This design comes from an exercise in tuning for small area on the open sky130 flow, not from production work. Only simulation tests tie the RTL to the original design; equivalence was not proved.

==> flow/design.v <==
module bt_bridge (
    input  wire       clk,
    input  wire       rst,
    input  wire       in_valid,
    input  wire [7:0] in_data,
    input  wire       in_last,
    output wire       in_ready,
    output wire       out_valid,
    output wire [7:0] out_data,
    output wire       out_last,
    input  wire       out_ready,
    input  wire       link_open,
    input  wire       link_close,
    input  wire       tick,
    input  wire [7:0] pins,
    output wire       cmd_valid,
    output wire [1:0] cmd_op,
    output wire [7:0] cmd_data,
    input  wire       ev_valid,
    input  wire [1:0] ev_type,
    input  wire [7:0] ev_data,
    output wire       ev_ready,
    input  wire       stop_done,
    output wire       idle
);
    localparam N = 28;
    localparam [3:0] S_IDLE = 4'd0, S_RX = 4'd1, S_DEC = 4'd2, S_TSTW = 4'd3,
                     S_TSTR = 4'd4, S_TW = 4'd5, S_TRA = 4'd6, S_TRD = 4'd7,
                     S_SKIP = 4'd8, S_RESP = 4'd9, S_SEND = 4'd10;
    reg [8*N-1:0] ring;
    reg [4:0] ph, ptr, cnt, rlen;
    reg [5:0] L;                  
    reg [3:0] state;
    reg       gp, rd, ef, tk, stop_pend, link_up, ov;
    reg [3:0] gpio_last;
    reg [7:0] ownseq, obuf;
    wire [7:0] r0 = ring[7:0];
    wire hit = (ph == ptr);
    wire cnt_eq_L = (cnt == L[4:0]);
    wire [4:0] ph_n  = (ph == N-1)  ? 5'd0 : ph + 5'd1;
    wire [4:0] ptr_n = (ptr == N-1) ? 5'd0 : ptr + 5'd1;
    wire [4:0] cnt_n = cnt + 5'd1;
    wire [5:0] L_n   = L + 6'd1;
    wire st_in = !cnt_eq_L && (cnt != 5'd2) && !(cnt == 5'd4 && rd);
    wire in_idle = (state == S_IDLE);
    wire in_rx   = (state == S_RX);
    wire in_tw   = (state == S_TW);
    wire in_tra  = (state == S_TRA);
    wire in_trd  = (state == S_TRD);
    wire in_tstr = (state == S_TSTR);
    wire in_tst  = (state == S_TSTW) || in_tstr;
    assign in_ready = in_idle || (in_rx && (!st_in || hit));
    assign idle     = in_idle;
    assign ev_ready = (in_tw || in_tra || in_trd) && hit;
    wire ev   = ev_valid && ev_ready;
    wire nack = ev_type[1];
    wire tst_skip   = in_tstr ? (cnt == 5'd31) : cnt_eq_L;
    wire start_fire = in_tst && !tst_skip && !stop_pend && (ph == 5'd1);
    wire tx_fire    = in_tw && ev && !nack && !cnt_eq_L;
    wire stop_fire  = ev && ((in_tw && (nack || cnt_eq_L)) ||
                             (in_tra && (nack || cnt == 5'd30)) ||
                             (in_trd && cnt == 5'd29));
    assign cmd_valid = (start_fire || tx_fire || stop_fire) && !rst;
    assign cmd_op    = {stop_fire, tx_fire};
    assign cmd_data  = in_tw ? r0 : {r0[6:0], in_tstr};
    wire we_in = in_rx && in_valid && st_in && hit;
    wire we_ev = in_trd && ev;
    wire [7:0] tail = we_in ? in_data : we_ev ? ev_data : r0;
    wire need_ring = (cnt == 5'd3) || (cnt == 5'd4) || (cnt >= 5'd6);
    wire [7:0] status = {1'b0, ef, 1'b0,
                         gp ? (ef ? 5'd0 : {1'b0, ~pins[3:0]}) : rlen};
    reg  [7:0] src;
    always @(*) begin
        case (cnt)
        5'd1: src = {2'b00, gp, L[4:0]};
        5'd2: src = ownseq;
        5'd3: src = r0 | {8{tk}};
        5'd4: src = {r0[7:5] & {3{~gp}}, r0[4:2] & {3{~tk}}, r0[1] | tk, r0[0] & ~tk};
        5'd5: src = status;
        default: src = r0;
        endcase
    end
    assign out_valid = ov && !rst;
    assign out_data  = obuf;
    assign out_last  = cnt_eq_L;
    always @(posedge clk) begin
        ring <= {tail, ring[8*N-1:8]};
        if (rst) begin
            state     <= S_IDLE;
            ph        <= 5'd0;
            link_up   <= 1'b0;
            ownseq    <= 8'd0;
            gpio_last <= 4'h0;
            stop_pend <= 1'b0;
            ov        <= 1'b0;
        end else begin
            ph <= ph_n;
            if (link_open)  link_up <= 1'b1;
            if (link_close) link_up <= 1'b0;
            if (stop_fire)  stop_pend <= 1'b1;
            else if (stop_done) stop_pend <= 1'b0;
            case (state)
            S_IDLE: begin
                if (in_valid) begin
                    L    <= {1'b0, in_data[4:0] & {5{~(in_data[7] | in_data[6])}}};
                    gp   <= (in_data[7:5] == 3'd1);
                    tk   <= 1'b0;
                    cnt  <= 5'd1;
                    ptr  <= 5'd0;
                    rlen <= 5'd0;
                    state <= in_last ? S_DEC : S_RX;
                end else if (tick && pins[3:0] != gpio_last) begin
                    gpio_last <= pins[3:0];
                    gp <= 1'b1;
                    tk <= 1'b1;
                    ef <= 1'b0;
                    state <= S_RESP;
                end
            end
            S_RX: begin
                if (in_valid && in_ready) begin
                    if (!cnt_eq_L) cnt <= cnt_n;
                    if (st_in) ptr <= ptr_n;
                    if (!cnt_eq_L && cnt == 5'd3) begin
                        rd <= in_data[7];
                        ef <= (in_data[4:0] != 5'd2);
                    end
                    if (!cnt_eq_L && cnt == 5'd4 && rd)
                        rlen <= in_data[4:0];
                    if (in_last) state <= S_DEC;
                end
            end
            S_DEC: begin
                if (!cnt_eq_L || L[4:2] == 3'd0 || (!gp && rd && L[4:0] == 5'd4))
                    state <= S_IDLE;
                else if (gp)
                    state <= S_RESP;
                else begin
                    ef  <= 1'b0;
                    cnt <= rd ? 5'd5 : 5'd4;
                    ptr <= 5'd2;
                    state <= S_TSTW;
                end
            end
            S_TSTW, S_TSTR: begin
                if (tst_skip)
                    state <= in_tstr ? S_RESP : S_SKIP;
                else if (start_fire)
                    state <= in_tstr ? S_TRA : S_TW;
            end
            S_TW: begin
                if (ev) begin
                    if (nack) begin
                        ef <= 1'b1;
                        state <= S_SKIP;
                    end else if (cnt_eq_L) begin
                        state <= S_SKIP;
                    end else begin
                        cnt <= cnt_n;
                        ptr <= ptr_n;
                    end
                end
            end
            S_SKIP: begin
                if (!cnt_eq_L) begin
                    cnt <= cnt_n;
                    ptr <= ptr_n;
                end else if (rd) begin
                    cnt <= ~rlen;
                    state <= S_TSTR;
                end else
                    state <= S_RESP;
            end
            S_TRA: begin
                if (ev) begin
                    if (nack) begin
                        ef   <= 1'b1;
                        rlen <= 5'd0;
                        state <= S_RESP;
                    end else
                        state <= S_TRD;
                end
            end
            S_TRD: begin
                if (ev) begin
                    cnt <= cnt_n;
                    ptr <= ptr_n;
                    L   <= L_n;
                    if (cnt == 5'd30) state <= S_RESP;
                end
            end
            S_RESP: begin
                if (gp)
                    L <= 6'd5;
                else if (!rd)
                    L <= L_n;
                if ((!gp && (L[5] || (!rd && L[4:0] == 5'd31))) || !link_up)
                    state <= S_IDLE;
                else begin
                    cnt <= 5'd1;
                    ptr <= 5'd0;
                    state <= S_SEND;
                end
            end
            S_SEND: begin
                if (!ov) begin
                    if (!need_ring || hit) begin
                        obuf <= src;
                        ov   <= 1'b1;
                        if (need_ring) ptr <= ptr_n;
                    end
                end else if (out_ready) begin
                    ov  <= 1'b0;
                    cnt <= cnt_n;
                    if (cnt_eq_L) begin
                        ownseq <= (ownseq == 8'd254) ? 8'd0 : ownseq + 8'd1;
                        state  <= S_IDLE;
                    end
                end
            end
            default: state <= S_IDLE;
            endcase
        end
    end
endmodule
Settings: LEC_CHECK=0, CAP_MARGIN=20, CORE_MARGIN=2, CORE_UTILIZATION=65, PLACE_DENSITY=0.75, SLEW_MARGIN=20; clock period 10.0 ns.
standard.sh (not shown) runs the stock make flow with config.mk's settings and CLKGATE_MAP_FILE= SYNTH_SCRIPT=/design/flow/synth_recipe.tcl, a recipe that flattens the netlist after the stock synthesis.
==> flow/flow/run.sh <==
#!/bin/bash
# Own layout flow: the standard synthesis, then the combinational logic of
# its netlist re-mapped by an area-oriented ABC script (every register instance
# kept as the standard synthesis made it, same name and cell), then the standard flow's
# standard layout steps, with small (buf_1) port buffers and a lean clock tree.
set -euo pipefail
W=$PWD
R=$W/orfs/results/$FLOW_PLATFORM/bt_bridge/base
LIB=$FLOW_HOME/platforms/$FLOW_PLATFORM/lib/sky130_fd_sc_hd__tt_025C_1v80.lib

# 1. standard synthesis
bash standard.sh synth > $W/run_synth_std.log 2>&1
cp $R/1_2_yosys.v $W/std_synth.v

# 2. re-map the combinational logic
SEQ=$(grep -oE 'sky130_fd_sc_hd__[a-z0-9]*(df|dl)[a-z0-9]*_[0-9]+' $W/std_synth.v | sort -u | tr '\n' ' ')
DU=$(grep -oE 'cell *\( *"?sky130_fd_sc_hd__(lpflow|probe)[a-z0-9_]*' $LIB | sed -E 's/cell *\( *"?//' | sort -u | sed 's/^/-dont_use /' | tr '\n' ' ')
cat > $W/resyn.ys <<EOT
read_liberty -ignore_miss_func $LIB
read_verilog $W/std_synth.v
hierarchy -top $FLOW_TOP
setattr -mod -set keep_hierarchy 1 $SEQ
flatten
opt_clean -purge
stat
abc -liberty $LIB $DU -script $W/flow/resyn.abc
opt_clean -purge
select $FLOW_TOP
stat -liberty $LIB
write_verilog -noattr -nohex -nodec -selected $W/resyn.v
EOT
yosys -s $W/resyn.ys > $W/run_resyn.log 2>&1
n0=$(grep -cE '^\s*sky130_fd_sc_hd__[a-z0-9]*(df|dl)' $W/std_synth.v)
n1=$(grep -cE '^\s*sky130_fd_sc_hd__[a-z0-9]*(df|dl)' $W/resyn.v)
echo "registers: standard $n0, re-mapped $n1" >> $W/run_resyn.log
if [[ "$n0" == "$n1" ]]; then
  cp $W/resyn.v $R/1_2_yosys.v
  rm -f $R/1_synth.odb $R/1_synth.sdc
  bash standard.sh synth > $W/run_synth_odb.log 2>&1
fi

# 3. standard layout, with buf_1 port buffers and a clock tree of small
#    buffers without dummy loads
export BUFFER_PORTS_ARGS="-buffer_cell sky130_fd_sc_hd__buf_1"
export CTS_ARGS="$(cat $W/flow/cts_args)"
bash standard.sh > $W/run_layout.log 2>&1
==> flow/flow/cts_args <==
-sink_clustering_enable -repair_clock_nets -buf_list sky130_fd_sc_hd__clkbuf_4 -sink_clustering_size 11 -sink_clustering_max_diameter 30 -dont_use_dummy_load
==> flow/flow/resyn.abc <==
strash
&get -n
&deepsyn -T 30
&dch -f
&nf -R 1000
&put
Rerun with:
==> flow/flow/cts_args (replaced) <==
-sink_clustering_enable -repair_clock_nets -buf_list sky130_fd_sc_hd__clkbuf_2 -sink_clustering_size 7 -sink_clustering_max_diameter 30 -dont_use_dummy_load
Settings changed: CORE_UTILIZATION 65 to 40, PLACE_DENSITY 0.75 to not set.
What happened: Worst setup slack loses 0.11 ns. Final area grows slightly. Global-route usage drops by 10 points. Register-to-register slack loses 0.24 ns.

## afterwards: timing with drivers on the ports
In the flow no input, the clock included, has a driving cell. The finished layouts below were timed again as built, in two steps. Step 1 (the two cells are an assumption about what drives the block):
set clk [get_ports {clk}]
set_driving_cell -lib_cell sky130_fd_sc_hd__clkbuf_16 $clk
set_driving_cell -lib_cell sky130_fd_sc_hd__buf_2 [delete_from_list [all_inputs] $clk]
Step 2 adds t to the input delays and takes it off the output delays; t is the mean of the earliest and latest rising clock arrival at the registers after step 1. Input paths then give back, and output paths get back, about the clock's delay inside the block. Slacks: ideal ports / drivers / drivers and shift; pairs: ideal ports / drivers.
| run | shift t [ns] | setup WS [ns] | worst setup path after step 2 | worst register clock-pin slew, ns | cell pins on the clock port's net |
|---|---|---|---|---|---|
| the first run | 0.597 | 4.914 / 4.895 / 4.895 | input to output | 0.11 / 0.11 | 1 |
| the second run | 0.758 | 4.800 / 4.761 / 4.876 | input to output | 0.12 / 0.12 | 1 |
After both steps setup and hold are still met in every run listed. For the first run, which loses most, drivers alone change the setup slack by -0.019 ns; drivers and shift together by -0.019 ns.
